Background: an optimization exercise with open tools, aiming at small area, a short achievable clock period and few clock cycles per item. Do not read the settings as production practice.
No functional check of the RTL was part of any run shown here.
Power and IR drop assume default switching activity.

`flow/design.v`:
```
module lpc1_crc24w (
    input  wire [23:0] f,
    input  wire [31:0] x,
    output wire [23:0] fn
);
    wire [31:0] y = x ^ {8'h00, f};
    assign fn[0] = ~(y[3] ^ y[8] ^ y[12] ^ y[23] ^ y[25] ^ y[26] ^ y[27] ^ y[30] ^ y[31]);
    assign fn[1] = ~(y[0] ^ y[3] ^ y[4] ^ y[8] ^ y[9] ^ y[12] ^ y[13] ^ y[23] ^ y[24] ^ y[25] ^ y[28] ^ y[30]);
    assign fn[2] = ~(y[0] ^ y[1] ^ y[4] ^ y[5] ^ y[9] ^ y[10] ^ y[13] ^ y[14] ^ y[24] ^ y[25] ^ y[26] ^ y[29] ^ y[31]);
    assign fn[3] = (y[0] ^ y[1] ^ y[2] ^ y[3] ^ y[5] ^ y[6] ^ y[8] ^ y[10] ^ y[11] ^ y[12] ^ y[14] ^ y[15] ^ y[23] ^ y[31]);
    assign fn[4] = ~(y[1] ^ y[2] ^ y[4] ^ y[6] ^ y[7] ^ y[8] ^ y[9] ^ y[11] ^ y[13] ^ y[15] ^ y[16] ^ y[23] ^ y[24] ^ y[25] ^ y[26] ^ y[27] ^ y[30] ^ y[31]);
    assign fn[5] = (y[2] ^ y[5] ^ y[7] ^ y[9] ^ y[10] ^ y[14] ^ y[16] ^ y[17] ^ y[23] ^ y[24] ^ y[28] ^ y[30]);
    assign fn[6] = (y[0] ^ y[3] ^ y[6] ^ y[8] ^ y[10] ^ y[11] ^ y[15] ^ y[17] ^ y[18] ^ y[24] ^ y[25] ^ y[29] ^ y[31]);
    assign fn[7] = ~(y[0] ^ y[1] ^ y[3] ^ y[4] ^ y[7] ^ y[8] ^ y[9] ^ y[11] ^ y[16] ^ y[18] ^ y[19] ^ y[23] ^ y[27] ^ y[31]);
    assign fn[8] = ~(y[0] ^ y[1] ^ y[2] ^ y[3] ^ y[4] ^ y[5] ^ y[9] ^ y[10] ^ y[17] ^ y[19] ^ y[20] ^ y[23] ^ y[24] ^ y[25] ^ y[26] ^ y[27] ^ y[28] ^ y[30] ^ y[31]);
    assign fn[9] = ~(y[0] ^ y[1] ^ y[2] ^ y[4] ^ y[5] ^ y[6] ^ y[8] ^ y[10] ^ y[11] ^ y[12] ^ y[18] ^ y[20] ^ y[21] ^ y[23] ^ y[24] ^ y[28] ^ y[29] ^ y[30]);
    assign fn[10] = ~(y[0] ^ y[1] ^ y[2] ^ y[3] ^ y[5] ^ y[6] ^ y[7] ^ y[9] ^ y[11] ^ y[12] ^ y[13] ^ y[19] ^ y[21] ^ y[22] ^ y[24] ^ y[25] ^ y[29] ^ y[30] ^ y[31]);
    assign fn[11] = (y[0] ^ y[1] ^ y[2] ^ y[4] ^ y[6] ^ y[7] ^ y[10] ^ y[13] ^ y[14] ^ y[20] ^ y[22] ^ y[27]);
    assign fn[12] = (y[1] ^ y[2] ^ y[3] ^ y[5] ^ y[7] ^ y[8] ^ y[11] ^ y[14] ^ y[15] ^ y[21] ^ y[23] ^ y[28]);
    assign fn[13] = (y[0] ^ y[2] ^ y[3] ^ y[4] ^ y[6] ^ y[8] ^ y[9] ^ y[12] ^ y[15] ^ y[16] ^ y[22] ^ y[24] ^ y[29]);
    assign fn[14] = (y[1] ^ y[3] ^ y[4] ^ y[5] ^ y[7] ^ y[9] ^ y[10] ^ y[13] ^ y[16] ^ y[17] ^ y[23] ^ y[25] ^ y[30]);
    assign fn[15] = ~(y[2] ^ y[4] ^ y[5] ^ y[6] ^ y[8] ^ y[10] ^ y[11] ^ y[14] ^ y[17] ^ y[18] ^ y[24] ^ y[26] ^ y[31]);
    assign fn[16] = ~(y[5] ^ y[6] ^ y[7] ^ y[8] ^ y[9] ^ y[11] ^ y[15] ^ y[18] ^ y[19] ^ y[23] ^ y[26] ^ y[30] ^ y[31]);
    assign fn[17] = ~(y[0] ^ y[3] ^ y[6] ^ y[7] ^ y[9] ^ y[10] ^ y[16] ^ y[19] ^ y[20] ^ y[23] ^ y[24] ^ y[25] ^ y[26] ^ y[30]);
    assign fn[18] = (y[1] ^ y[4] ^ y[7] ^ y[8] ^ y[10] ^ y[11] ^ y[17] ^ y[20] ^ y[21] ^ y[24] ^ y[25] ^ y[26] ^ y[27] ^ y[31]);
    assign fn[19] = ~(y[0] ^ y[2] ^ y[3] ^ y[5] ^ y[9] ^ y[11] ^ y[18] ^ y[21] ^ y[22] ^ y[23] ^ y[28] ^ y[30] ^ y[31]);
    assign fn[20] = (y[1] ^ y[4] ^ y[6] ^ y[8] ^ y[10] ^ y[19] ^ y[22] ^ y[24] ^ y[25] ^ y[26] ^ y[27] ^ y[29] ^ y[30]);
    assign fn[21] = ~(y[0] ^ y[2] ^ y[5] ^ y[7] ^ y[9] ^ y[11] ^ y[20] ^ y[23] ^ y[25] ^ y[26] ^ y[27] ^ y[28] ^ y[30] ^ y[31]);
    assign fn[22] = (y[1] ^ y[6] ^ y[10] ^ y[21] ^ y[23] ^ y[24] ^ y[25] ^ y[28] ^ y[29] ^ y[30]);
    assign fn[23] = ~(y[2] ^ y[7] ^ y[11] ^ y[22] ^ y[24] ^ y[25] ^ y[26] ^ y[29] ^ y[30] ^ y[31]);
endmodule
module lpc1_crc24i (
    input  wire [1:0]  j,
    output reg  [23:0] f
);
    always @(*) begin
        case (j)
            2'd0: f = 24'h000000;
            2'd1: f = 24'h7016E8;
            2'd2: f = 24'hC7030A;
            2'd3: f = 24'h53F40E;
            default: f = 24'h000000;
        endcase
    end
endmodule
module lpc1_crc10w (
    input  wire [9:0]  c,
    input  wire [31:0] x,
    output wire [9:0]  cn
);
    wire [31:0] y = x ^ {16'h0, c[1:0], 6'h0, c[9:2]};
    assign cn[0] = y[0] ^ y[3] ^ y[4] ^ y[6] ^ y[7] ^ y[8] ^ y[9] ^ y[11] ^ y[15] ^ y[17] ^ y[23] ^ y[24] ^ y[25] ^ y[26] ^ y[27] ^ y[28];
    assign cn[1] = y[1] ^ y[3] ^ y[5] ^ y[6] ^ y[10] ^ y[11] ^ y[12] ^ y[15] ^ y[17] ^ y[18] ^ y[23] ^ y[24] ^ y[29];
    assign cn[2] = y[0] ^ y[2] ^ y[4] ^ y[6] ^ y[7] ^ y[8] ^ y[11] ^ y[12] ^ y[13] ^ y[18] ^ y[19] ^ y[25] ^ y[30];
    assign cn[3] = y[1] ^ y[3] ^ y[5] ^ y[7] ^ y[9] ^ y[12] ^ y[13] ^ y[14] ^ y[19] ^ y[20] ^ y[26] ^ y[31];
    assign cn[4] = y[0] ^ y[2] ^ y[3] ^ y[7] ^ y[8] ^ y[9] ^ y[10] ^ y[11] ^ y[13] ^ y[14] ^ y[16] ^ y[17] ^ y[20] ^ y[21] ^ y[23] ^ y[24] ^ y[25] ^ y[26] ^ y[28];
    assign cn[5] = y[0] ^ y[1] ^ y[6] ^ y[7] ^ y[10] ^ y[12] ^ y[14] ^ y[18] ^ y[21] ^ y[22] ^ y[23] ^ y[24] ^ y[28] ^ y[29];
    assign cn[6] = y[1] ^ y[2] ^ y[7] ^ y[8] ^ y[11] ^ y[13] ^ y[15] ^ y[19] ^ y[22] ^ y[23] ^ y[25] ^ y[29] ^ y[30];
    assign cn[7] = y[0] ^ y[2] ^ y[3] ^ y[8] ^ y[9] ^ y[12] ^ y[14] ^ y[20] ^ y[23] ^ y[26] ^ y[30] ^ y[31];
    assign cn[8] = y[1] ^ y[3] ^ y[4] ^ y[8] ^ y[9] ^ y[10] ^ y[13] ^ y[15] ^ y[16] ^ y[21] ^ y[27] ^ y[31];
    assign cn[9] = y[2] ^ y[3] ^ y[5] ^ y[6] ^ y[7] ^ y[8] ^ y[10] ^ y[14] ^ y[15] ^ y[16] ^ y[22] ^ y[23] ^ y[24] ^ y[25] ^ y[26] ^ y[27];
endmodule
module lpc1_crc6h (
    input  wire [15:0] x,
    output wire [5:0]  c
);
    assign c[0] = x[1] ^ x[3] ^ x[5] ^ x[6] ^ x[7] ^ x[8] ^ x[9] ^ x[10] ^ x[13];
    assign c[1] = x[1] ^ x[2] ^ x[3] ^ x[4] ^ x[5] ^ x[8] ^ x[11] ^ x[13] ^ x[14];
    assign c[2] = x[1] ^ x[2] ^ x[4] ^ x[7] ^ x[8] ^ x[10] ^ x[12] ^ x[13] ^ x[14] ^ x[15];
    assign c[3] = x[0] ^ x[1] ^ x[2] ^ x[6] ^ x[7] ^ x[8] ^ x[10] ^ x[11] ^ x[14] ^ x[15];
    assign c[4] = x[0] ^ x[1] ^ x[2] ^ x[3] ^ x[7] ^ x[9] ^ x[11] ^ x[12] ^ x[15];
    assign c[5] = x[0] ^ x[2] ^ x[4] ^ x[5] ^ x[6] ^ x[7] ^ x[8] ^ x[9] ^ x[12];
endmodule
module lpc1_cksum (
    input  wire        clk,
    input  wire        rst,
    input  wire        cmd_valid,
    output wire        cmd_ready,
    input  wire [31:0] cmd_word,
    input  wire [31:0] cmd_len,
    input  wire [23:0] cmd_fcs_in,
    input  wire        in_valid,
    output wire        in_ready,
    input  wire [31:0] in_data,
    output reg         done,
    output reg  [7:0]  code,
    output reg  [7:0]  last_op,
    output reg         match,
    output reg  [23:0] fcs_val,
    output reg  [23:0] fcs_rx,
    output reg  [16:0] fcs_cover,
    output reg  [16:0] out_len,
    output reg  [5:0]  crc6,
    output reg  [9:0]  crc10
);
    localparam [7:0] C_OK           = 8'h00;
    localparam [7:0] C_FCS_MISMATCH = 8'h01;
    localparam [7:0] C_NO_CRC       = 8'h02;
    localparam [7:0] C_ERR_LEN      = 8'h10;
    localparam [7:0] C_ERR_TYPE     = 8'h11;
    localparam [7:0] C_ERR_OVERFLOW = 8'h13;
    localparam [7:0] C_ERR_PARAM    = 8'h14;
    localparam [7:0] C_ERR_CMD      = 8'h15;
    reg        rdy;           
    reg        irdy;          
    reg        setup;         
    reg        o_calc, o_gen, o_chk, o_crc6, o_crc10, o_splice;
    reg        illegal;       
    reg        big;           
    reg        sup_ov;        
    reg [16:0] rem;           
    reg [1:0]  j;             
    reg [31:0] wbuf;          
    reg [23:0] prev;          
    reg [1:0]  cidx;          
    reg        wv;            
    reg        wfirst;        
    reg        wsecond;       
    reg        wlast;         
    reg        ui;            
    reg        fcs_on;        
    reg        c10_on;        
    reg        cmpx;          
    assign cmd_ready = rdy;
    assign in_ready  = irdy;
    wire d_calc   = (cmd_word == 32'h0000_0001);
    wire d_gen    = (cmd_word == 32'h0000_0002) || (cmd_word == 32'h0000_0102);
    wire d_chk    = (cmd_word == 32'h0000_0003);
    wire d_crc6   = (cmd_word == 32'h0000_0010);
    wire d_crc10  = (cmd_word == 32'h0000_0011);
    wire d_splice = (cmd_word == 32'h0000_0012);
    wire d_legal  = d_calc | d_gen | d_chk | d_crc6 | d_crc10 | d_splice;
    wire d_big    = (|cmd_len[31:17]) | (cmd_len[16] & (|cmd_len[15:0]));
    wire [1:0] d_j = (cmd_word[1:0] == 2'b11) ? ~cmd_len[1:0]
                                              : {cmd_len[1] ^ cmd_len[0], cmd_len[0]};
    wire accept = cmd_valid & rdy;
    wire fire   = in_valid & irdy;
    wire [16:0] n      = rem;                   
    wire        n_zero = (n == 17'd0);
    wire        n_lt2  = (n[16:1] == 16'd0);
    wire        n_lt3  = n_lt2 | (n == 17'd2);
    wire        n_ovf  = (n > 17'd65533);
    wire        rem_gt4  = (|rem[16:3]) | (rem[2] & (|rem[1:0]));
    wire        n_ragged = |rem[1:0];            
    reg [31:0] rot;
    always @(*) begin
        case (j)
            2'd0: rot = wbuf;
            2'd1: rot = {wbuf[23:0], prev[23:16]};
            2'd2: rot = {wbuf[15:0], prev[23:8]};
            default: rot = {wbuf[7:0], prev[23:0]};
        endcase
    end
    wire [23:0] fcs_next;
    lpc1_crc24w u_crc24 (.f(fcs_val), .x(rot), .fn(fcs_next));
    wire [23:0] fcs_init;
    lpc1_crc24i u_init (.j(j), .f(fcs_init));
    wire [23:0] fcs_init_ui;
    lpc1_crc24i u_init1 (.j(2'd1), .f(fcs_init_ui));
    wire [9:0] crc10_next;
    lpc1_crc10w u_crc10 (.c(crc10), .x(rot), .cn(crc10_next));
    wire [5:0] crc6_word;
    lpc1_crc6h u_crc6 (.x(wbuf[15:0]), .c(crc6_word));
    wire ui_elig = (o_gen & ~n_ovf & ~sup_ov & (rem > 17'd7)) |
                   (o_chk & (rem > 17'd10));
    wire ui_hit  = fire & (cidx == 2'd0) & ui_elig &
                   (in_data[15:13] == 3'b110) & ~in_data[16];
    wire fcs_step = wv & fcs_on & ~(ui & ~wfirst & ~wsecond) &
                    ~(o_chk & wlast & n_ragged);
    wire c10_step = wv & c10_on & ~wfirst;
    wire        chk_cmp = o_chk & fcs_on &
                          ((wv & wlast & n_ragged) | cmpx);
    wire [23:0] rx_word = rot[23:0];
    wire        rx_eq   = (fcs_val == rx_word);
    wire [3:0] t      = wbuf[7:4];
    wire       t_none = (t == 4'd1);
    wire       t_ok   = (t == 4'd0) || (t == 4'd14);
    wire       iuup   = o_crc10 | o_splice;
    wire n_lt2_w0 = wlast & (rem[1:0] == 2'd1);
    always @(posedge clk) begin
        wbuf <= in_data;
        if (rst) begin
            rdy       <= 1'b1;
            irdy      <= 1'b0;
            setup     <= 1'b0;
            done      <= 1'b0;
            code      <= 8'h00;
            last_op   <= 8'h00;
            match     <= 1'b0;
            fcs_val   <= 24'h0;
            fcs_rx    <= 24'h0;
            fcs_cover <= 17'h0;
            out_len   <= 17'h0;
            crc6      <= 6'h0;
            crc10     <= 10'h0;
            wv        <= 1'b0;
            wfirst    <= 1'b0;
            wsecond   <= 1'b0;
            wlast     <= 1'b0;
            cidx      <= 2'd0;
            ui        <= 1'b0;
            fcs_on    <= 1'b0;
            c10_on    <= 1'b0;
            cmpx      <= 1'b0;
            prev      <= 24'h0;
            o_calc    <= 1'b0;
            o_gen     <= 1'b0;
            o_chk     <= 1'b0;
            o_crc6    <= 1'b0;
            o_crc10   <= 1'b0;
            o_splice  <= 1'b0;
            illegal   <= 1'b0;
            big       <= 1'b0;
            sup_ov    <= 1'b0;
            rem       <= 17'h0;
            j         <= 2'd0;
        end else begin
            done  <= 1'b0;
            setup <= accept;
            cmpx  <= 1'b0;
            if (rdy) begin
                o_calc   <= d_calc;
                o_gen    <= d_gen;
                o_chk    <= d_chk;
                o_crc6   <= d_crc6;
                o_crc10  <= d_crc10;
                o_splice <= d_splice;
                illegal  <= ~d_legal;
                big      <= d_big;
                sup_ov   <= cmd_word[8] & (|cmd_fcs_in);
                rem      <= cmd_len[16:0];
                j        <= d_j;
            end
            if (accept) begin
                rdy     <= 1'b0;
                irdy    <= d_legal & ~d_big & (|cmd_len);
                last_op <= cmd_word[7:0];
                cidx    <= 2'd0;
                ui      <= 1'b0;
                fcs_on  <= 1'b0;
                c10_on  <= 1'b0;
            end
            if (setup) begin
                if (illegal) begin
                    code    <= C_ERR_CMD;
                    out_len <= 17'h0;
                    done    <= 1'b1;
                    rdy     <= 1'b1;
                end else if (big) begin
                    code <= C_ERR_PARAM;
                    if (o_gen | o_splice)
                        out_len <= 17'h0;
                    done <= 1'b1;
                    rdy  <= 1'b1;
                end else begin
                    if (n_zero) begin
                        done <= 1'b1;
                        rdy  <= 1'b1;
                    end
                    if (o_calc) begin
                        code      <= C_OK;
                        fcs_cover <= n;
                        fcs_on    <= 1'b1;
                        fcs_val   <= fcs_init;
                    end
                    if (o_gen) begin
                        if (n_ovf) begin
                            code    <= C_ERR_OVERFLOW;
                            out_len <= 17'h0;
                        end else begin
                            code    <= C_OK;
                            out_len <= n + 17'd3;
                            if (sup_ov) begin
                                fcs_cover <= 17'h0;
                            end else begin
                                fcs_cover <= n;
                                fcs_on    <= 1'b1;
                                fcs_val   <= fcs_init;
                            end
                        end
                    end
                    if (o_chk) begin
                        if (n_lt3) begin
                            code <= C_ERR_LEN;
                        end else begin
                            fcs_cover <= n - 17'd3;
                            fcs_on    <= 1'b1;
                            fcs_val   <= fcs_init;
                        end
                    end
                    if (o_crc6)
                        code <= n_lt2 ? C_ERR_LEN : C_OK;
                    if (o_crc10)
                        code <= C_ERR_LEN;    
                    if (o_splice) begin
                        code    <= C_ERR_LEN;
                        out_len <= n;         
                    end
                end
            end
            wv <= fire;
            if (fire) begin
                rem     <= rem - 17'd4;
                irdy    <= rem_gt4;
                wfirst  <= (cidx == 2'd0);
                wsecond <= (cidx == 2'd1);
                wlast   <= ~rem_gt4;
                if (cidx != 2'd2)
                    cidx <= cidx + 2'd1;
                if (o_chk & ~rem_gt4)
                    j <= ~rem[1:0];
            end
            if (ui_hit) begin
                ui      <= 1'b1;
                j       <= 2'd1;
                fcs_val <= fcs_init_ui;
            end
            if (setup)
                prev <= 24'h0;
            else if (wv)
                prev <= (iuup & wfirst) ? 24'h0 : wbuf[31:8];
            if (fcs_step)
                fcs_val <= fcs_next;
            if (c10_step)
                crc10 <= crc10_next;
            if (wv & wfirst) begin
                if (ui)
                    fcs_cover <= 17'd7;
                if (o_crc6 & ~n_lt2_w0)
                    crc6 <= crc6_word;
                if (iuup) begin
                    if (t_none) begin
                        code <= C_NO_CRC;
                        if (o_crc10)
                            crc10 <= 10'h0;
                    end else if (!t_ok) begin
                        code <= C_ERR_TYPE;
                        if (o_splice)
                            out_len <= 17'h0;
                    end else if (wlast & n_ragged) begin
                        code <= C_ERR_LEN;
                        if (o_splice)
                            out_len <= 17'h0;
                    end else begin
                        code   <= C_OK;
                        crc10  <= 10'h0;
                        c10_on <= 1'b1;
                        if (o_splice)
                            crc6 <= crc6_word;
                    end
                end
            end
            if (chk_cmp) begin
                fcs_rx <= rx_word;
                match  <= rx_eq;
                code   <= rx_eq ? C_OK : C_FCS_MISMATCH;
                done   <= 1'b1;
                rdy    <= 1'b1;
            end else if (wv & wlast) begin
                if (o_chk & fcs_on) begin
                    cmpx <= 1'b1;
                end else begin
                    done <= 1'b1;
                    rdy  <= 1'b1;
                end
            end
        end
    end
endmodule
```
`flow/config.mk`:
```
export PLATFORM = sky130hd
export DESIGN_NAME = lpc1_cksum
export DESIGN_NICKNAME = lpc1_cksum
export VERILOG_FILES = /design/flow/design.v
export SDC_FILE = /design/flow/constraint.sdc
export NUM_CORES = 4
export LEC_CHECK = 0
export CAP_MARGIN = 20
export CORE_MARGIN = 2
export CORE_UTILIZATION = 40
export SLEW_MARGIN = 20
export SYNTH_MEMORY_MAX_BITS = 8192
```
`flow/run.sh`:
```
#!/bin/bash
# synth_recipe.tcl (not shown) runs the flow's synth.tcl, then flattens the netlist and writes it again
# the make line also repeats each setting of config.mk as NAME=value (left out here)
make -C /OpenROAD-flow-scripts/flow DESIGN_CONFIG=/design/flow/config.mk WORK_HOME=/design/flow/orfs CLKGATE_MAP_FILE= SYNTH_SCRIPT=/design/flow/synth_recipe.tcl finish
```
`flow/constraint.sdc`:
```
create_clock -name core_clock -period 8.0 [get_ports {clk}]
set_input_delay 1.6000 -clock core_clock [delete_from_list [all_inputs] [get_ports {clk}]]
set_output_delay 1.6000 -clock core_clock [all_outputs]
set_load 0.01 [all_outputs]
```
==> results.json, run 1 <==
{
  "whs_path_depth": 2,
  "ctsHoldBuffers": 0,
  "layout-drive-gt1-share_pct": 4.821,
  "core_area_mm2": 0.03328,
  "totalWireLength_um": 48800,
  "htree_levels": 1,
  "ys_async_sr_fraction_pct": 0,
  "post-route-min-period_ns": 4.338,
  "initial_core_util_pct": 40.42,
  "area_growth_pct": 25.58,
  "first_iter_violations": 1036,
  "required_ns": 8.41,
  "firstDrtPassIters": 8,
  "grt_pass1_vias": 12480,
  "critPathMaxFanout": 32,
  "postCtsSetupBuffers": 0,
  "slew_headroom_pct": 27.43,
  "vias_per_cell": 5.680,
  "period_share_pct": 54.22,
  "r2r-start": "j[0]",
  "synth.ff_latch_count": 213,
  "gp_congestion": 0.9747,
  "fin_total_pwr_uw": 4007,
  "pwr-share-clk_pct": 28.4,
  "port-buffer-count": 241,
  "cts-root-buf": "clkbuf_16",
  "design.die.area_mm2": 0.03511,
  "ys.warnings.count": 2,
  "hold_path_class": "flip-flop to flip-flop",
  "min_from": "fcs_cover[3]",
  "start_kind": "flip-flop",
  "dpl.hpwl_um": 37180,
  "drc": 0,
  "numCtsBuffers": 25,
  "grt_max_degree": 68,
  "finalHoldViolations": 0,
  "finalSetupViolations": 0,
  "synthFlopType": "dfxtp_1",
  "finalMaxSlewViolations": 0,
  "cp.arrival_ns": 4.74,
  "skew_ns": 0.01838,
  "cts.sinks": 213,
  "outcome": "no timing/DRC/antenna violations",
  "fmax_ghz": 0.2305,
  "syn_area_per_cell_um2": 8.401,
  "path_clk_slew_ns": 0.06,
  "netlist_instances": 1601,
  "track_usage_pct": 27.17,
  "routedWlPerCell_um": 21.87,
  "synth_cell_types": 71,
  "synth_area_mm2": 0.01345,
  "cts_tree": "yes",
  "ant_nets": 0,
  "antenna_found_initial": 0,
  "end_kind": "flip-flop",
  "switching_share_pct": 35.00,
  "nets": 1909,
  "worst_slew_pin_slew_ns": 1.058,
  "synth_fp_nets": 1743,
  "path_class": "flip-flop to flip-flop",
  "yosysSeqAreaShare_pct": 31.70,
  "row_count": 67,
  "final_common_cell": "clkdlybuf4s50_1",
  "io_pins": 242,
  "fp.dieW_um": 187.4,
  "clockBufferDepth": 3,
  "r2r-end": "fcs_val[8]",
  "combPwrFrac_pct": 42.9,
  "tns_ns": 0,
  "mostFrequentLayoutCells": "clkdlybuf4s50_1, xnor2_1, dfxtp_1",
  "drv_cap": 0,
  "rsz0062_at_grt": "false",
  "num_antenna_cells": 0,
  "p_leak_uw": 0.005900,
  "nFillCells": 3206,
  "post_cts_resized": 0,
  "grt-ovfl-total": 0,
  "rr_worst_depth": 11,
  "powerDensity_mw_per_mm2": 237.2,
  "p_seq_share_pct": 28.6,
  "min_to": "fcs_cover[3]",
  "rrSetupSlack_ns": 3.66,
  "die_h_um": 187.4,
  "clk_latency_ns": 0.54,
  "grt_pass1_wl_um": 74550,
  "vdd_drop_max_mv": 0.1477,
  "p_sw_uw": 1403,
  "p_int_uw": 2604,
  "synth_edf_count": 0,
  "vias": 12680
}
cell usage after synthesis, types with 19 or more instances:
cell type | n | area (um2)
dfxtp_1 | 213 | 4264
a31oi_1 | 19 | 118.9
xnor3_1 | 24 | 540.5
nor2_1 | 144 | 540.5
nand3_1 | 22 | 110.1
nor3_1 | 37 | 185.2
xor2_1 | 47 | 411.6
nor4_1 | 24 | 150.1
inv_1 | 47 | 176.4
a21oi_1 | 128 | 640.6
a211oi_1 | 22 | 165.2
a222oi_1 | 34 | 340.3
o21ai_0 | 57 | 285.3
mux2i_1 | 60 | 600.6
nand2_1 | 179 | 671.9
xnor2_1 | 215 | 1883
clkbuf_1 | 95 | 356.6
routing by layer:
layer | share of wire [%] | routed length (um) | global-route usage [%] | vias to the layer above
met5 | 0 | 0 | 0 | -
met4 | 4.0 | 1946 | 10.90 | 0
met3 | 7.2 | 3509 | 4.409 | 93
met2 | 47 | 23080 | 46.25 | 581
met1 | 42 | 20270 | 34.32 | 6043
li1 | - | - | - | 5961
worst max-delay path, cell delays in order, from the launching register on:
cell,delay (ns)
dfxtp_1,0.52
inv_1,0.12
ha_1,0.34
buf_4,0.29
a222oi_1,0.66
xor2_1,0.13
mux2i_1,0.82
xnor2_1,0.38
xnor2_1,0.40
xnor3_1,0.29
xnor2_1,0.14
o22ai_1,0.09
power by group through the flow:
| stage | logic [uW] | clock network [uW] | registers (uW) |
|---|---|---|---|
| floorplan | 1330 | 0 | 1130 |
| global placement | 1700 | 0 | 1170 |
| detailed placement | 1700 | 0 | 1170 |
| CTS | 1710 | 1170 | 1140 |
| global route | 1830 | 1210 | 1150 |
| finish | 1720 | 1140 | 1150 |
logic make-up (layout without fill, tap and decap cells):
logic type	Yosys count	count (layout)	synth area share, %
and+or+nand+nor	476	476	15.87
AOI/OAI and AO/OA	366	366	18.02
xor gates and xnor gates	300	300	23.00
DFF	213	213	31.70
buffers and inverters	164	347	4.921
muxes	64	64	4.819
adders and majority gates	18	18	1.674
state kept, by name, summed over array words and instances (netlist names), 2 cells and up:
signal and flops:
out_len 17, crc6 6, last_op 8, wbuf 32, crc10 10, rem 17, fcs_cover 17, fcs_val 24
prev 24, code 8, j 2, fcs_rx 24, cidx 2
worst max path at each step:
| stage | start | to | depth (start not counted) |
|---|---|---|---|
| global route | j[0] | fcs_val[8] | 11 |
| global placement | in_valid | fcs_val[19] | 6 |
| CTS | j[0] | fcs_val[5] | 9 |
| floorplan | j[0] | fcs_val[10] | 14 |
| finish | j[0] | fcs_val[8] | 11 |
| detailed placement | in_valid | fcs_val[19] | 6 |
stage by stage:
stage | instance area (um2) | hold WS [ns] | setup slack [ns] | instances | util (%)
after floorplan | 13450 | 0.4367 | 4.605 | 1601 | -
after global placement | 16060 | 0.4424 | 3.709 | 2188 | 48.25
after detailed placement | 16060 | 0.4434 | 3.624 | 2188 | 48.25
after CTS | 16880 | 0.4514 | 3.641 | 2232 | 50.71
after global routing | 16890 | 0.4679 | 3.505 | 2232 | 50.75
final | 16890 | 0.4471 | 3.662 | 2232 | 50.75
final cells by class:
cell class              count  area [um2]  area share [%]
flip-flops and latches    213        4264           25.24
clock inverters            13       140.1          0.8296
multi-input cells        1224        8549           50.61
well taps                 448       560.5           3.319
inverters                  47       176.4           1.044
repair buffers            256        2522           14.93
clock buffers              31       678.2           4.015
==> run 2: changes to the inputs <==
--- a/flow/config.mk
+++ b/flow/config.mk
@@ -8,5 +8,6 @@
 export CAP_MARGIN = 20
 export CORE_MARGIN = 2
 export CORE_UTILIZATION = 40
+export SETUP_SLACK_MARGIN = 4.5
 export SLEW_MARGIN = 20
 export SYNTH_MEMORY_MAX_BITS = 8192
==> run 2 against run 1 <==
Effect of this change: synthesized cell count unchanged; sequential share of layout area decreased by 1.5 points; critical path type unchanged; highest routed layer unchanged; area after synthesis unchanged; worst hold slack about the same; final cell count increased by 2.7%; routed wire length increased by 2.5%; setup slack improved by 0.92 ns; global-route usage increased by 0.41 points; fmax increased by 27%; count of clock-buffer cells in the layout unchanged.
==> results.json, run 2 <==
{
  "clockBufferDepth": 3,
  "cp.arrival_ns": 3.86,
  "synth_area_leader_cell": "dfxtp_1",
  "path_clk_slew_ns": 0.06,
  "die_h_um": 187.4,
  "rsz0062_at_grt": "true",
  "ctsHoldBuffers": 0,
  "totalWireLength_um": 50000,
  "p_sw_uw": 1457,
  "post-route-min-period_ns": 3.419,
  "ant_nets": 0,
  "whs_ns": 0.4473,
  "fp.dieW_um": 187.4,
  "crit_chain": "inv_1, ha_2, buf_8, a222oi_1, mux2i_2, xnor2_2, ha_4, xor2_4, xnor2_1, xnor3_1, xnor2_1, a211oi_1",
  "vias": 12980,
  "synth_cell_types": 71,
  "design.die.area_mm2": 0.03511,
  "finalSetupViolations": 0,
  "ys.warnings.count": 2,
  "area_growth_pct": 33.67,
  "ys_async_sr_fraction_pct": 0,
  "grt_pass1_wl_um": 75570,
  "end_kind": "flip-flop",
  "initial_core_util_pct": 40.42,
  "yosysTopAreaCellShare_pct": 31.70,
  "p_leak_uw": 0.006405,
  "required_ns": 8.44,
  "row_count": 67,
  "outcome": "no timing/DRC/antenna violations",
  "skew_ns": 0.01993,
  "top_usage_layer": "met2",
  "syn_area_per_cell_um2": 8.401,
  "core_area_mm2": 0.03328,
  "num_antenna_cells": 0,
  "combPwrFrac_pct": 45.3,
  "met1_usage_pct": 34.49,
  "powerDensity_mw_per_mm2": 232.7,
  "use_met3_pct": 4.559,
  "numCtsBuffers": 25,
  "track_usage_pct": 27.58,
  "antenna_found_initial": 0,
  "cp_top_family": "XOR/XNOR gates",
  "gp_congestion": 0.9747,
  "fmax_ghz": 0.2925,
  "top_register": "wbuf",
  "netlist_instances": 1601,
  "yosysSeqAreaShare_pct": 31.70,
  "start_kind": "flip-flop",
  "p_seq_share_pct": 27.4,
  "synth_edf_count": 0,
  "path_class": "flip-flop to flip-flop",
  "layout-drive-gt1-share_pct": 11.71,
  "pwr-share-clk_pct": 27.2,
  "cts-root-buf": "clkbuf_16",
  "synthTopCellsByCount": "xnor2_1, dfxtp_1, nand2_1",
  "htree_levels": 1,
  "synth_most_common_cell": "xnor2_1",
  "drc": 0,
  "finalHoldViolations": 0,
  "cts.sinks": 213,
  "final_common_cell": "clkdlybuf4s50_1",
  "io_pins": 242,
  "critPathBufInv": 2,
  "cp_common_cell": "xnor2_1",
  "hold_path_class": "flip-flop to flip-flop",
  "mostFrequentLayoutCells": "clkdlybuf4s50_1, dfxtp_1, xnor2_1",
  "slew_headroom_pct": 28.24,
  "port-buffer-count": 241,
  "cts_tree": "yes",
  "routedWlPerCell_um": 21.82,
  "worst_slew_pin_slew_ns": 1.072,
  "period_share_pct": 42.74,
  "largest_reg_flops": 32,
  "first_iter_violations": 1110,
  "switching_share_pct": 34.83,
  "grt_max_degree": 68,
  "synth.ff_latch_count": 213,
  "grt_pass1_vias": 12720,
  "clk_latency_ns": 0.54,
  "dpl.hpwl_um": 37180,
  "synth_fp_nets": 1743,
  "tns_ns": 0,
  "nets": 1969,
  "grt-ovfl-total": 0,
  "critPathMaxFanout": 32,
  "grt.met2_usage_pct": 46.83,
  "nFillCells": 3121,
  "synth_area_leaders": "dfxtp_1, xnor2_1, nand2_1, a21oi_1, mux2i_1",
  "p_int_uw": 2726,
  "synthFlopType": "dfxtp_1",
  "cpMaxStageDelayCell": "a222oi_1",
  "vdd_drop_max_mv": 0.1493,
  "slowest_delay_ns": 0.46,
  "finalMaxSlewViolations": 0,
  "vias_per_cell": 5.664,
  "drv_cap": 0,
  "firstDrtPassIters": 8,
  "synth_area_mm2": 0.01345
}
==> run 2: cell count changes in the layout (fill, tap and decap cells not counted), sizes merged <==
cell / change
buf: +60
==> run 2: layout make-up <==
cell class | count | area, um2 | share of cell area [%]
clock buffer | 31 | 678.2 | 3.772
tap | 448 | 560.5 | 3.118
multi-input combinational | 1224 | 9128 | 50.77
clock inverter | 13 | 140.1 | 0.7794
inverter | 47 | 176.4 | 0.9812
timing repair buffer | 316 | 3025 | 16.83
sequential | 213 | 4272 | 23.76
==> run 2: worst register-to-register path, cell delays in order (launching register included) <==
cell      delay, ns
dfxtp_4        0.41
inv_1          0.08
ha_2           0.26
buf_8          0.20
a222oi_1       0.47
mux2i_2        0.18
xnor2_2        0.19
ha_4           0.35
xor2_4         0.21
xnor2_1        0.18
xnor3_1        0.40
xnor2_1        0.15
a211oi_1       0.23
==> run 2: final timing paths <==
| kind | from | slack (ns) | to | depth (start not counted) |
|---|---|---|---|---|
| worst max-delay path | j[0] | 4.58 | fcs_val[10] | 12 |
| worst min-delay path | fcs_cover[3] | 0.45 | fcs_cover[3] | 2 |
| worst max register to register | j[0] | 4.58 | fcs_val[10] | 12 |
| worst min register to register | fcs_cover[3] | 0.45 | fcs_cover[3] | 2 |
==> run 2: cells by family (layout without fill, tap and decap cells) <==
family	Yosys count	after routing	synth area share [%]
fa+ha+maj	18	18	1.674
buf+inv	164	407	4.921
mux	64	64	4.819
simple gates	476	476	15.87
xor+xnor	300	300	23.00
flops	213	213	31.70
compound gates	366	366	18.02
==> run 2: layer usage <==
metal / part of all wire (%) / routed length, um
met5: 0 / 0
met1: 40 / 19930
met2: 47 / 23550
met4: 4.6 / 2323
met3: 8.4 / 4197
==> run 2: stage by stage <==
step | cell area [um2] | util [%] | total power [uW] | setup WS [ns] | std cells
4_1_cts | 17420 | 52.33 | 4096 | 4.502 | 2254
6_report | 17980 | 54.02 | 4184 | 4.581 | 2292
5_1_grt | 17980 | 54.02 | 4374 | 4.374 | 2292
3_3_place_gp | 16060 | 48.25 | 2870 | 3.709 | 2188
2_1_floorplan | 13450 | - | 2458 | 4.605 | 1601
3_5_place_dp | 16060 | 48.25 | 2866 | 3.624 | 2188
==> run 2: what timing repair did <==
action                                  in CTS  in global routing
gates cloned                                 0                  0
gates resized for setup                     62                 38
buffers inserted                            22                 38
endpoints found under the setup margin      44                 37
pin swaps                                   18                 28
==> run 2: power by group through the flow <==
stage / Sequential (uW) / Combinational, uW / Clock, uW
final: 1150 / 1900 / 1140
after global routing: 1150 / 2010 / 1210
after CTS: 1150 / 1790 / 1170
after detailed placement: 1170 / 1700 / 0
after global placement: 1170 / 1700 / 0
after floorplan: 1130 / 1330 / 0
==> run 3: changes to the inputs <==
--- a/flow/config.mk
+++ b/flow/config.mk
@@ -5,9 +5,10 @@
 export SDC_FILE = /design/flow/constraint.sdc
 export NUM_CORES = 4
 export LEC_CHECK = 0
+export ABC_CLOCK_PERIOD_IN_PS = 3000
 export CAP_MARGIN = 20
 export CORE_MARGIN = 2
 export CORE_UTILIZATION = 40
-export SETUP_SLACK_MARGIN = 4.5
+export SETUP_SLACK_MARGIN = 5
 export SLEW_MARGIN = 20
 export SYNTH_MEMORY_MAX_BITS = 8192
==> run 3 against run 2 <==
Effect of this change: worst hold slack better by 0.0031 ns; first-iteration DRC count increased by 16%; sequential cell count unchanged; still clean; clock skew up 0.0045 ns; via count increased by 5.3%; final cell count is 4.0% higher; register-to-register slack improved by 0.099 ns.
==> results.json, run 3 <==
{
  "outcome": "no timing/DRC/antenna violations",
  "ys_async_sr_fraction_pct": 0,
  "ctsHoldBuffers": 0,
  "numCtsBuffers": 24,
  "core_area_mm2": 0.03328,
  "synth_area_leader_cell": "dfxtp_1",
  "tns_ns": 0,
  "finalMaxSlewViolations": 0,
  "num_antenna_cells": 0,
  "vdd_drop_max_mv": 0.1592,
  "synth_most_common_cell": "xnor2_1",
  "hold_path_class": "flip-flop to flip-flop",
  "drv_cap": 0,
  "skew_ns": 0.02440,
  "drc": 0,
  "period_share_pct": 41.51,
  "cts-root-buf": "clkbuf_16",
  "grt_pass1_vias": 13120,
  "synth_edf_count": 0,
  "row_count": 67,
  "yosysSeqAreaShare_pct": 31.70,
  "grt_max_degree": 56,
  "powerDensity_mw_per_mm2": 239.0,
  "nFillCells": 2906,
  "slew_headroom_pct": 32.72,
  "path_class": "flip-flop to flip-flop",
  "port-buffer-count": 241,
  "vias_per_cell": 5.732,
  "path_clk_slew_ns": 0.06,
  "cts_tree": "yes",
  "netlist_instances": 1601,
  "start_kind": "flip-flop",
  "rsz0062_at_grt": "true",
  "mostFrequentLayoutCells": "nand2_1, dfxtp_1, nor2_1",
  "pre_cts_slack_ns": 3.841,
  "layout-drive-gt1-share_pct": 23.35,
  "fp.dieW_um": 187.4,
  "finalWorstSetupSlack_ns": 4.679,
  "routedWlPerCell_um": 22.45,
  "cpMaxStageDelayCell": "a222oi_1",
  "clockBufferDepth": 3,
  "gp_congestion": 0.9376,
  "crit_chain": "buf_6, ha_4, buf_16, a222oi_1, mux2i_4, xnor2_2, ha_4, xor2_4, buf_4, buf_4, xor2_1, xnor2_1, xnor2_1, o21ai_1",
  "r2r-end": "fcs_val[11]",
  "top_register": "wbuf",
  "slowest_delay_ns": 0.46,
  "grt_pass1_wl_um": 78130,
  "final_common_cell": "nand2_1",
  "first_iter_violations": 1289,
  "cts.sinks": 213,
  "track_usage_pct": 28.64,
  "end_kind": "flip-flop",
  "whs_path_depth": 2,
  "die_h_um": 187.4,
  "rr_worst_depth": 14,
  "ant_nets": 0,
  "finalSetupViolations": 0,
  "p_leak_uw": 0.007969,
  "initial_core_util_pct": 40.42,
  "synth_area_leaders": "dfxtp_1, xnor2_1, nand2_1, a21oi_1, mux2i_1",
  "area_growth_pct": 48.91,
  "io_pins": 242,
  "rrSetupSlack_ns": 4.68,
  "synthFlopType": "dfxtp_1",
  "synth_fp_nets": 1743,
  "critPathMaxFanout": 6,
  "min_to": "last_op[5]",
  "antenna_found_initial": 0,
  "synthTopCellsByCount": "xnor2_1, dfxtp_1, nand2_1",
  "synth_area_mm2": 0.01345,
  "yosysTopAreaCellShare_pct": 31.70,
  "firstDrtPassIters": 9,
  "clk_latency_ns": 0.55,
  "htree_levels": 1,
  "worst_slew_pin_slew_ns": 1.009,
  "synth_cell_types": 71,
  "syn_area_per_cell_um2": 8.401,
  "fmax_ghz": 0.3012,
  "largest_reg_flops": 32,
  "design.die.area_mm2": 0.03511,
  "totalWireLength_um": 53510,
  "synth.ff_latch_count": 213,
  "nets": 2060,
  "required_ns": 8.40,
  "min_from": "last_op[5]",
  "post-route-min-period_ns": 3.321,
  "ys.warnings.count": 2,
  "cp.arrival_ns": 3.72,
  "vias": 13670,
  "final_core_util_pct": 60.18,
  "r2r-start": "j[0]",
  "grt-ovfl-total": 0,
  "whs_ns": 0.4505,
  "dpl.hpwl_um": 36860,
  "finalHoldViolations": 0
}
==> run 3: timing repair <==
item / CTS / global route
setup buffers: 90 / 52
endpoints found under the setup margin: 185 / 72
pin swaps: 88 / 98
gates cloned: 5 / 0
resized for setup: 351 / 107
==> run 3: kinds of logic (layout without fill, tap and decap cells) <==
family | Yosys count | count (layout) | share of synthesized area (%)
AND/OR/NAND/NOR | 476 | 476 | 15.87
AO/OA/AOI/OAI | 366 | 366 | 18.02
XOR/XNOR | 300 | 300 | 23.00
flip-flops | 213 | 213 | 31.70
buffers and inverters | 164 | 499 | 4.921
multiplexers | 64 | 64 | 4.819
adder cells (fa/ha/maj) | 18 | 18 | 1.674
==> run 3: report_power, final <==
part / internal (uW) / switching [uW]
registers: 1080 / 59.3
logic: 1310 / 1130
clock network: 721 / 476
==> run 3: stage by stage <==
stage / cell area [um2] / std cells / power (uW)
2_1_floorplan: 13510 / 1601 / 2462
5_1_grt: 20030 / 2384 / 4971
6_report: 20030 / 2384 / 4787
3_3_place_gp: 16130 / 2193 / 2868
3_5_place_dp: 16130 / 2193 / 2860
4_1_cts: 18820 / 2332 / 4422
==> run 3: critical path: cells and delay by family (launching register included) <==
family | cells | cell delay (ns)
xor gates and xnor gates | 5 | 1.02
buffers and inverters | 4 | 0.56
AOI/OAI and AO/OA | 2 | 0.56
adders and majority gates | 2 | 0.49
DFF | 1 | 0.37
muxes | 1 | 0.18
==> run 3: routing by layer <==
layer	wire [um]	up-vias	GRT usage (%)
li1	-	6288	-
met1	20780	6545	35.27
met2	25610	674	48.58
met3	4306	158	4.878
met4	2820	0	13.93
met5	0	-	0
==> run 3: worst max-delay path by stage <==
stage | from | endpoint | slack, ns | cells after the start
global placement | in_valid | fcs_val[19] | 3.90 | 7
detailed placement | in_valid | fcs_val[17] | 3.84 | 8
CTS | j[0] | fcs_val[16] | 4.83 | 11
finish | j[0] | fcs_val[11] | 4.68 | 14
floorplan | j[1] | fcs_val[10] | 4.95 | 13
global route | j[0] | fcs_val[10] | 4.55 | 13
==> run 3: layout make-up <==
type                            count  area (um2)  share of cell area (%)
Multi-Input combinational cell   1224       10210                   50.96
Inverter                           47       181.4                  0.9058
Clock inverter                     13       188.9                  0.9433
Tap cell                          448       560.5                   2.799
Clock buffer                       31       666.9                   3.330
Sequential cell                   213        4363                   21.78
Timing Repair Buffer              408        3862                   19.28
==> run 4: changes to the inputs <==
--- a/flow/design.v
+++ b/flow/design.v
@@ -30,18 +30,33 @@
     assign fn[23] = ~(y[2] ^ y[7] ^ y[11] ^ y[22] ^ y[24] ^ y[25] ^ y[26] ^ y[29] ^ y[30] ^ y[31]);
 endmodule
 module lpc1_crc24i (
-    input  wire [1:0]  j,
-    output reg  [23:0] f
+    input  wire [3:0]  j,
+    output wire [23:0] f
 );
-    always @(*) begin
-        case (j)
-            2'd0: f = 24'h000000;
-            2'd1: f = 24'h7016E8;
-            2'd2: f = 24'hC7030A;
-            2'd3: f = 24'h53F40E;
-            default: f = 24'h000000;
-        endcase
-    end
+    assign f[0] = 1'b0;
+    assign f[1] = j[2] | j[3];
+    assign f[2] = j[3];
+    assign f[3] = j[1] | j[2] | j[3];
+    assign f[4] = 1'b0;
+    assign f[5] = j[1];
+    assign f[6] = j[1];
+    assign f[7] = j[1];
+    assign f[8] = j[2];
+    assign f[9] = j[1] | j[2];
+    assign f[10] = j[1] | j[3];
+    assign f[11] = 1'b0;
+    assign f[12] = j[1] | j[3];
+    assign f[13] = j[3];
+    assign f[14] = j[3];
+    assign f[15] = j[3];
+    assign f[16] = j[2] | j[3];
+    assign f[17] = j[2] | j[3];
+    assign f[18] = j[2];
+    assign f[19] = 1'b0;
+    assign f[20] = j[1] | j[3];
+    assign f[21] = j[1];
+    assign f[22] = j[1] | j[2] | j[3];
+    assign f[23] = j[2];
 endmodule
 module lpc1_crc10w (
     input  wire [9:0]  c,
@@ -109,7 +124,8 @@
     reg        big;           
     reg        sup_ov;        
     reg [16:0] rem;           
-    reg [1:0]  j;             
+    reg [3:0]  jb;            
+    reg [3:0]  jc;            
     reg [31:0] wbuf;          
     reg [23:0] prev;          
     reg [1:0]  cidx;          
@@ -133,38 +149,35 @@
     wire d_big    = (|cmd_len[31:17]) | (cmd_len[16] & (|cmd_len[15:0]));
     wire [1:0] d_j = (cmd_word[1:0] == 2'b11) ? ~cmd_len[1:0]
                                               : {cmd_len[1] ^ cmd_len[0], cmd_len[0]};
+    wire [3:0] d_jh = {d_j == 2'd3, d_j == 2'd2, d_j == 2'd1, d_j == 2'd0};
     wire accept = cmd_valid & rdy;
     wire fire   = in_valid & irdy;
-    wire [16:0] n      = rem;                   
-    wire        n_zero = (n == 17'd0);
-    wire        n_lt2  = (n[16:1] == 16'd0);
-    wire        n_lt3  = n_lt2 | (n == 17'd2);
-    wire        n_ovf  = (n > 17'd65533);
-    wire        rem_gt4  = (|rem[16:3]) | (rem[2] & (|rem[1:0]));
+    wire [16:0] n        = rem;                  
+    wire        n_zero   = (n == 17'd0);
+    wire        n_lt2    = (n[16:1] == 16'd0);
+    wire        n_lt3    = n_lt2 | (n == 17'd2);
+    wire        n_ovf    = (n > 17'd65533);
     wire        n_ragged = |rem[1:0];            
-    reg [31:0] rot;
-    always @(*) begin
-        case (j)
-            2'd0: rot = wbuf;
-            2'd1: rot = {wbuf[23:0], prev[23:16]};
-            2'd2: rot = {wbuf[15:0], prev[23:8]};
-            default: rot = {wbuf[7:0], prev[23:0]};
-        endcase
-    end
-    wire [23:0] fcs_next;
-    lpc1_crc24w u_crc24 (.f(fcs_val), .x(rot), .fn(fcs_next));
+    wire        rem_gt4  = (|rem[16:3]) | (rem[2] & (|rem[1:0]));
+    wire        rem_gt8  = (|rem[16:4]) | (rem[3] & (|rem[2:0]));
+    wire        more_after = wv ? rem_gt8 : rem_gt4;
+    wire [31:0] rot = ({32{jc[0]}} & wbuf) |
+                      ({32{jc[1]}} & {wbuf[23:0], prev[23:16]}) |
+                      ({32{jc[2]}} & {wbuf[15:0], prev[23:8]}) |
+                      ({32{jc[3]}} & {wbuf[7:0], prev[23:0]});
     wire [23:0] fcs_init;
-    lpc1_crc24i u_init (.j(j), .f(fcs_init));
-    wire [23:0] fcs_init_ui;
-    lpc1_crc24i u_init1 (.j(2'd1), .f(fcs_init_ui));
+    lpc1_crc24i u_init (.j(jc), .f(fcs_init));
+    wire [23:0] fcs_cur = wfirst ? fcs_init : fcs_val;
+    wire [23:0] fcs_next;
+    lpc1_crc24w u_crc24 (.f(fcs_cur), .x(rot), .fn(fcs_next));
     wire [9:0] crc10_next;
     lpc1_crc10w u_crc10 (.c(crc10), .x(rot), .cn(crc10_next));
     wire [5:0] crc6_word;
     lpc1_crc6h u_crc6 (.x(wbuf[15:0]), .c(crc6_word));
     wire ui_elig = (o_gen & ~n_ovf & ~sup_ov & (rem > 17'd7)) |
                    (o_chk & (rem > 17'd10));
-    wire ui_hit  = fire & (cidx == 2'd0) & ui_elig &
-                   (in_data[15:13] == 3'b110) & ~in_data[16];
+    wire ui_word = ui_elig & (in_data[15:13] == 3'b110) & ~in_data[16];
+    wire ui_next = (cidx == 2'd0) ? ui_word : ((cidx == 2'd1) & ui);
     wire fcs_step = wv & fcs_on & ~(ui & ~wfirst & ~wsecond) &
                     ~(o_chk & wlast & n_ragged);
     wire c10_step = wv & c10_on & ~wfirst;
@@ -177,12 +190,56 @@
     wire       t_ok   = (t == 4'd0) || (t == 4'd14);
     wire       iuup   = o_crc10 | o_splice;
     wire n_lt2_w0 = wlast & (rem[1:0] == 2'd1);
+    wire fcs_clr = setup & ~illegal & ~big &
+                   (o_calc | (o_gen & ~n_ovf & ~sup_ov) | (o_chk & ~n_lt3));
     always @(posedge clk) begin
         wbuf <= in_data;
+        if (rdy) begin
+            o_calc   <= d_calc;
+            o_gen    <= d_gen;
+            o_chk    <= d_chk;
+            o_crc6   <= d_crc6;
+            o_crc10  <= d_crc10;
+            o_splice <= d_splice;
+            illegal  <= ~d_legal;
+            big      <= d_big;
+            sup_ov   <= cmd_word[8] & (|cmd_fcs_in);
+            jb       <= d_jh;
+        end
+        if (rdy)
+            rem <= cmd_len[16:0];
+        else if (wv)
+            rem <= rem - 17'd4;
+        if (accept) begin
+            cidx   <= 2'd0;
+            fcs_on <= 1'b0;
+        end else if (fire && cidx != 2'd2) begin
+            cidx <= cidx + 2'd1;
+        end
+        if (fcs_clr)
+            fcs_on <= 1'b1;
+        wfirst  <= (cidx == 2'd0);
+        wsecond <= (cidx == 2'd1);
+        wlast   <= ~more_after;
+        if (cidx == 2'd0)
+            ui <= ui_word;
+        jc <= ui_next ? 4'b0010 : jb;
+        if (setup)
+            prev <= 24'h0;
+        else if (wv)
+            prev <= (iuup & wfirst) ? 24'h0 : wbuf[31:8];
+        if (accept)
+            c10_on <= 1'b0;
+        else if (wv & wfirst & iuup & t_ok & ~(wlast & n_ragged))
+            c10_on <= 1'b1;
+    end
+    always @(posedge clk) begin
         if (rst) begin
             rdy       <= 1'b1;
             irdy      <= 1'b0;
             setup     <= 1'b0;
+            wv        <= 1'b0;
+            cmpx      <= 1'b0;
             done      <= 1'b0;
             code      <= 8'h00;
             last_op   <= 8'h00;
@@ -193,53 +250,20 @@
             out_len   <= 17'h0;
             crc6      <= 6'h0;
             crc10     <= 10'h0;
-            wv        <= 1'b0;
-            wfirst    <= 1'b0;
-            wsecond   <= 1'b0;
-            wlast     <= 1'b0;
-            cidx      <= 2'd0;
-            ui        <= 1'b0;
-            fcs_on    <= 1'b0;
-            c10_on    <= 1'b0;
-            cmpx      <= 1'b0;
-            prev      <= 24'h0;
-            o_calc    <= 1'b0;
-            o_gen     <= 1'b0;
-            o_chk     <= 1'b0;
-            o_crc6    <= 1'b0;
-            o_crc10   <= 1'b0;
-            o_splice  <= 1'b0;
-            illegal   <= 1'b0;
-            big       <= 1'b0;
-            sup_ov    <= 1'b0;
-            rem       <= 17'h0;
-            j         <= 2'd0;
         end else begin
             done  <= 1'b0;
             setup <= accept;
             cmpx  <= 1'b0;
-            if (rdy) begin
-                o_calc   <= d_calc;
-                o_gen    <= d_gen;
-                o_chk    <= d_chk;
-                o_crc6   <= d_crc6;
-                o_crc10  <= d_crc10;
-                o_splice <= d_splice;
-                illegal  <= ~d_legal;
-                big      <= d_big;
-                sup_ov   <= cmd_word[8] & (|cmd_fcs_in);
-                rem      <= cmd_len[16:0];
-                j        <= d_j;
-            end
+            wv    <= fire;
             if (accept) begin
                 rdy     <= 1'b0;
                 irdy    <= d_legal & ~d_big & (|cmd_len);
                 last_op <= cmd_word[7:0];
-                cidx    <= 2'd0;
-                ui      <= 1'b0;
-                fcs_on  <= 1'b0;
-                c10_on  <= 1'b0;
+            end else if (fire) begin
+                irdy <= more_after;
             end
+            if (fcs_clr)
+                fcs_val <= 24'h0;
             if (setup) begin
                 if (illegal) begin
                     code    <= C_ERR_CMD;
@@ -260,8 +284,6 @@
                     if (o_calc) begin
                         code      <= C_OK;
                         fcs_cover <= n;
-                        fcs_on    <= 1'b1;
-                        fcs_val   <= fcs_init;
                     end
                     if (o_gen) begin
                         if (n_ovf) begin
@@ -270,23 +292,14 @@
                         end else begin
                             code    <= C_OK;
                             out_len <= n + 17'd3;
-                            if (sup_ov) begin
-                                fcs_cover <= 17'h0;
-                            end else begin
-                                fcs_cover <= n;
-                                fcs_on    <= 1'b1;
-                                fcs_val   <= fcs_init;
-                            end
+                            fcs_cover <= sup_ov ? 17'h0 : n;
                         end
                     end
                     if (o_chk) begin
-                        if (n_lt3) begin
+                        if (n_lt3)
                             code <= C_ERR_LEN;
-                        end else begin
+                        else
                             fcs_cover <= n - 17'd3;
-                            fcs_on    <= 1'b1;
-                            fcs_val   <= fcs_init;
-                        end
                     end
                     if (o_crc6)
                         code <= n_lt2 ? C_ERR_LEN : C_OK;
@@ -298,27 +311,6 @@
                     end
                 end
             end
-            wv <= fire;
-            if (fire) begin
-                rem     <= rem - 17'd4;
-                irdy    <= rem_gt4;
-                wfirst  <= (cidx == 2'd0);
-                wsecond <= (cidx == 2'd1);
-                wlast   <= ~rem_gt4;
-                if (cidx != 2'd2)
-                    cidx <= cidx + 2'd1;
-                if (o_chk & ~rem_gt4)
-                    j <= ~rem[1:0];
-            end
-            if (ui_hit) begin
-                ui      <= 1'b1;
-                j       <= 2'd1;
-                fcs_val <= fcs_init_ui;
-            end
-            if (setup)
-                prev <= 24'h0;
-            else if (wv)
-                prev <= (iuup & wfirst) ? 24'h0 : wbuf[31:8];
             if (fcs_step)
                 fcs_val <= fcs_next;
             if (c10_step)
@@ -342,9 +334,8 @@
                         if (o_splice)
                             out_len <= 17'h0;
                     end else begin
-                        code   <= C_OK;
-                        crc10  <= 10'h0;
-                        c10_on <= 1'b1;
+                        code  <= C_OK;
+                        crc10 <= 10'h0;
                         if (o_splice)
                             crc6 <= crc6_word;
                     end
==> flow/flow/run.sh (new file) <==
#!/bin/bash
# The standard layout (the standard.sh: standard synthesis, floorplan,
# placement, CTS, routing), with the ports buffered by the smallest buffer
# (sky130_fd_sc_hd__buf_1) instead of the resizer's default delay cell;
# repair_design and repair_timing resize them where needed.
set -euo pipefail
export BUFFER_PORTS_ARGS="-buffer_cell sky130_fd_sc_hd__buf_1"
bash standard.sh finish > standard_flow.log 2>&1
==> flow/standard.sh (new file) <==
#!/bin/bash
# synth_recipe.tcl (not shown) runs the flow's synth.tcl, then flattens the netlist and writes it again
# the make line also repeats each setting of config.mk as NAME=value (left out here)
make -C /OpenROAD-flow-scripts/flow DESIGN_CONFIG=/design/flow/config.mk WORK_HOME=/design/flow/orfs CLKGATE_MAP_FILE= SYNTH_SCRIPT=/design/flow/synth_recipe.tcl "${@:-finish}"
--- a/flow/config.mk
+++ b/flow/config.mk
@@ -5,7 +5,6 @@
 export SDC_FILE = /design/flow/constraint.sdc
 export NUM_CORES = 4
 export LEC_CHECK = 0
-export ABC_CLOCK_PERIOD_IN_PS = 3000
 export CAP_MARGIN = 20
 export CORE_MARGIN = 2
 export CORE_UTILIZATION = 40
removed: flow/run.sh
==> run 4 against run 3 <==
Effect of this change: critical path depth down 5; area after synthesis up 1.5%; core utilization down 11 points; first-iteration DRC count down 8.6%; clock power up 3%; routed wire length down 12%; final area down 17%; fmax up 10%; combinational power down 12%; global-route usage down 2.9 points; non-clock buffer count down 96; largest power group unchanged; highest routed layer unchanged.
==> results.json, run 4 <==
{
  "drc": 0,
  "vdd_drop_max_mv": 0.2015,
  "final_common_cell": "buf_1",
  "design_area_mm2": 0.01660,
  "synth_fp_nets": 1668,
  "numCtsBuffers": 26,
  "vias": 12380,
  "powerDensity_mw_per_mm2": 277.1,
  "port-buffer-count": 241,
  "placed_area_mm2": 0.01478,
  "drv_cap": 0,
  "htree_levels": 1,
  "p_sw_uw": 1594,
  "period_share_pct": 37.73,
  "io_pins": 242,
  "routedWlPerCell_um": 21.09,
  "clk_latency_ns": 0.55,
  "synth_area_mm2": 0.01366,
  "firstDrtPassIters": 5,
  "grt_pass1_vias": 11770,
  "slew_headroom_pct": 28.68,
  "vias_per_cell": 5.534,
  "totalWireLength_um": 47150,
  "clockBufferDepth": 3,
  "synth_area_leader_cell": "dfxtp_1",
  "switching_share_pct": 34.67,
  "p_int_uw": 3004,
  "synth_cell_types": 78,
  "track_usage_pct": 25.75,
  "nets": 1908,
  "whs_ns": 0.4524,
  "design.die.area_mm2": 0.03563,
  "finalSetupViolations": 0,
  "tns_ns": 0,
  "critPathMaxFanout": 41,
  "multiInputGateArea_mm2": 0.008899,
  "dpl.hpwl_um": 35010,
  "critPathLaunch": "jc[2]",
  "synthFlopType": "dfxtp_1",
  "p_seq_share_pct": 26.4,
  "core_area_mm2": 0.03362,
  "worst_slew_pin_slew_ns": 1.070,
  "gp_congestion": 0.9606,
  "mostFrequentLayoutCells": "buf_1, dfxtp_1, xnor2_1",
  "grt_pass1_wl_um": 70790,
  "path_class": "flip-flop to flip-flop",
  "yosysSeqAreaShare_pct": 34.38,
  "r2r-start": "jc[2]",
  "dp.cells": 2131,
  "cp.arrival_ns": 3.45,
  "cts_tree": "yes",
  "p_leak_uw": 0.006160,
  "synth_most_common_cell": "xnor2_1",
  "outcome": "no timing/DRC/antenna violations",
  "synth_edf_count": 31,
  "fmax_ghz": 0.3313,
  "finalMaxSlewViolations": 0,
  "post-route-min-period_ns": 3.019,
  "syn_area_per_cell_um2": 8.931,
  "ys_async_sr_fraction_pct": 0,
  "largest_reg_flops": 32,
  "skew_ns": 0.01900,
  "pwr-share-clk_pct": 27.0,
  "synthTopCellsByCount": "xnor2_1, dfxtp_1, nor2_1",
  "finalHoldViolations": 0,
  "end_kind": "flip-flop",
  "first_iter_violations": 1178,
  "path_clk_slew_ns": 0.07,
  "synth_area_leaders": "dfxtp_1, xnor2_1, edfxtp_1, xor2_1, nor2_1",
  "antenna_found_initial": 0,
  "synth.ff_latch_count": 219,
  "grt-ovfl-total": 0,
  "required_ns": 8.43,
  "yosysTopAreaCellShare_pct": 27.56,
  "ctsHoldBuffers": 0,
  "fp.dieW_um": 188.8,
  "ant_nets": 0,
  "top_register": "wbuf",
  "netlist_instances": 1529,
  "final-instance-count-excl-fill": 2236,
  "hold_path_class": "flip-flop to flip-flop",
  "die_h_um": 188.8,
  "rsz0062_at_grt": "true",
  "final_core_util_pct": 49.37,
  "start_kind": "flip-flop",
  "ff_latch_area_mm2": 0.004697,
  "min_from": "fcs_cover[14]",
  "grt_max_degree": 57,
  "cts.sinks": 219,
  "initial_core_util_pct": 40.62,
  "ys.warnings.count": 1,
  "layout-drive-gt1-share_pct": 11.07,
  "num_antenna_cells": 0,
  "cts-root-buf": "clkbuf_16",
  "row_count": 67,
  "nFillCells": 3248,
  "combPwrFrac_pct": 46.7,
  "area_growth_pct": 21.54
}
-- run 4: worst paths after layout --
path | to | slack (ns) | cells after the start
min | fcs_cover[14] | 0.45 | 2
max | fcs_val[14] | 4.98 | 9
max reg2reg | fcs_val[14] | 4.98 | 9
min reg2reg | fcs_cover[14] | 0.45 | 2
-- run 4: timing repair --
action,CTS,global route
setup endpoints to repair,53,49
resized for setup,52,27
setup buffers,23,35
pin swaps,11,12
-- run 4: cell type report --
| type | count | area share, % |
|---|---|---|
| Inverter | 16 | 0.3619 |
| Tap cell | 448 | 3.377 |
| Sequential cell | 219 | 28.30 |
| Timing Repair Buffer | 312 | 8.956 |
| Multi-Input combinational cell | 1194 | 53.61 |
| Clock buffer | 34 | 4.418 |
| Clock inverter | 13 | 0.9725 |
-- run 4: through the flow --
step	total power, uW	worst slack, ns
2_1_floorplan	2831	5.014
3_3_place_gp	3212	4.443
3_5_place_dp	3197	4.498
4_1_cts	4523	4.945
5_1_grt	4819	4.938
6_report	4599	4.981
-- run 4: routing by layer --
metal | vias up | share of wire, % | global-route usage, %
met1 | 5847 | 43 | 34.87
met2 | 600 | 45 | 40.68
li1 | 5817 | - | -
met4 | 0 | 3.9 | 9.495
met3 | 111 | 8.8 | 5.066
met5 | - | 0 | 0
-- run 4: kinds of logic (layout without fill, tap and decap cells) --
| kind of cell | Yosys count | count (layout) | synth area share, % |
|---|---|---|---|
| AO/OA/AOI/OAI | 322 | 322 | 16.23 |
| XOR/XNOR | 327 | 327 | 25.39 |
| adder cells (fa/ha/maj) | 15 | 15 | 1.374 |
| buffers and inverters | 116 | 375 | 3.692 |
| flip-flops | 219 | 219 | 34.38 |
| multiplexers | 35 | 35 | 2.575 |
| AND/OR/NAND/NOR | 495 | 495 | 16.36 |
-- run 4: power groups by stage --
stage / Clock (uW) / Combinational [uW] / Sequential (uW)
after floorplan: 0 / 1640 / 1190
final: 1240 / 2150 / 1210
after detailed placement: 0 / 1960 / 1230
after global placement: 0 / 1980 / 1230
after global routing: 1310 / 2300 / 1220
after CTS: 1260 / 2050 / 1210
-- run 4: worst max-delay path, cell delays in order (launching register included) --
cell and delay (ns):
dfxtp_1 0.31, buf_6 0.20, a22oi_1 0.21, nand2_1 0.42, xnor2_2 0.57, xnor2_1 0.18, xnor2_1 0.33, xnor3_1 0.31
xnor2_1 0.15, a22o_1 0.18

-- separate check: timing with driven ports --
How much do the figures lean on ideal ports? The routed layouts below were timed once more, with nothing changed but the port constraints. Step 1, drivers: a clkbuf_16 drives clk and a buf_2 each remaining input, both assumed. Step 2, shift: input delay + t, output delay - t, t = (earliest + latest rising clock arrival at the registers) / 2. This alone moves slack from input paths to output paths. a / b / c = ideal ports / drivers / drivers and shift; a / b = the first two.
| run | shift t [ns] | setup WS [ns] | hold WS [ns] | worst setup path after step 2 | clock arrival spread, ns |
|---|---|---|---|---|---|
| run 1 | 0.592 | 3.662 / 3.662 / 3.565 | 0.447 / 0.447 / 0.447 | input to register | 0.018 / 0.018 |
| run 2 | 0.591 | 4.581 / 4.581 / 4.107 | 0.447 / 0.447 / 0.447 | input to register | 0.020 / 0.020 |
| run 3 | 0.593 | 4.679 / 4.679 / 4.434 | 0.450 / 0.450 / 0.450 | input to register | 0.025 / 0.024 |
| run 4 | 0.595 | 4.981 / 4.981 / 4.689 | 0.452 / 0.452 / 0.452 | input to register | 0.019 / 0.019 |
After both steps every run listed still meets setup and hold. For run 2, which loses most, drivers alone change the setup slack by 0.000 ns; drivers and shift together by -0.474 ns.
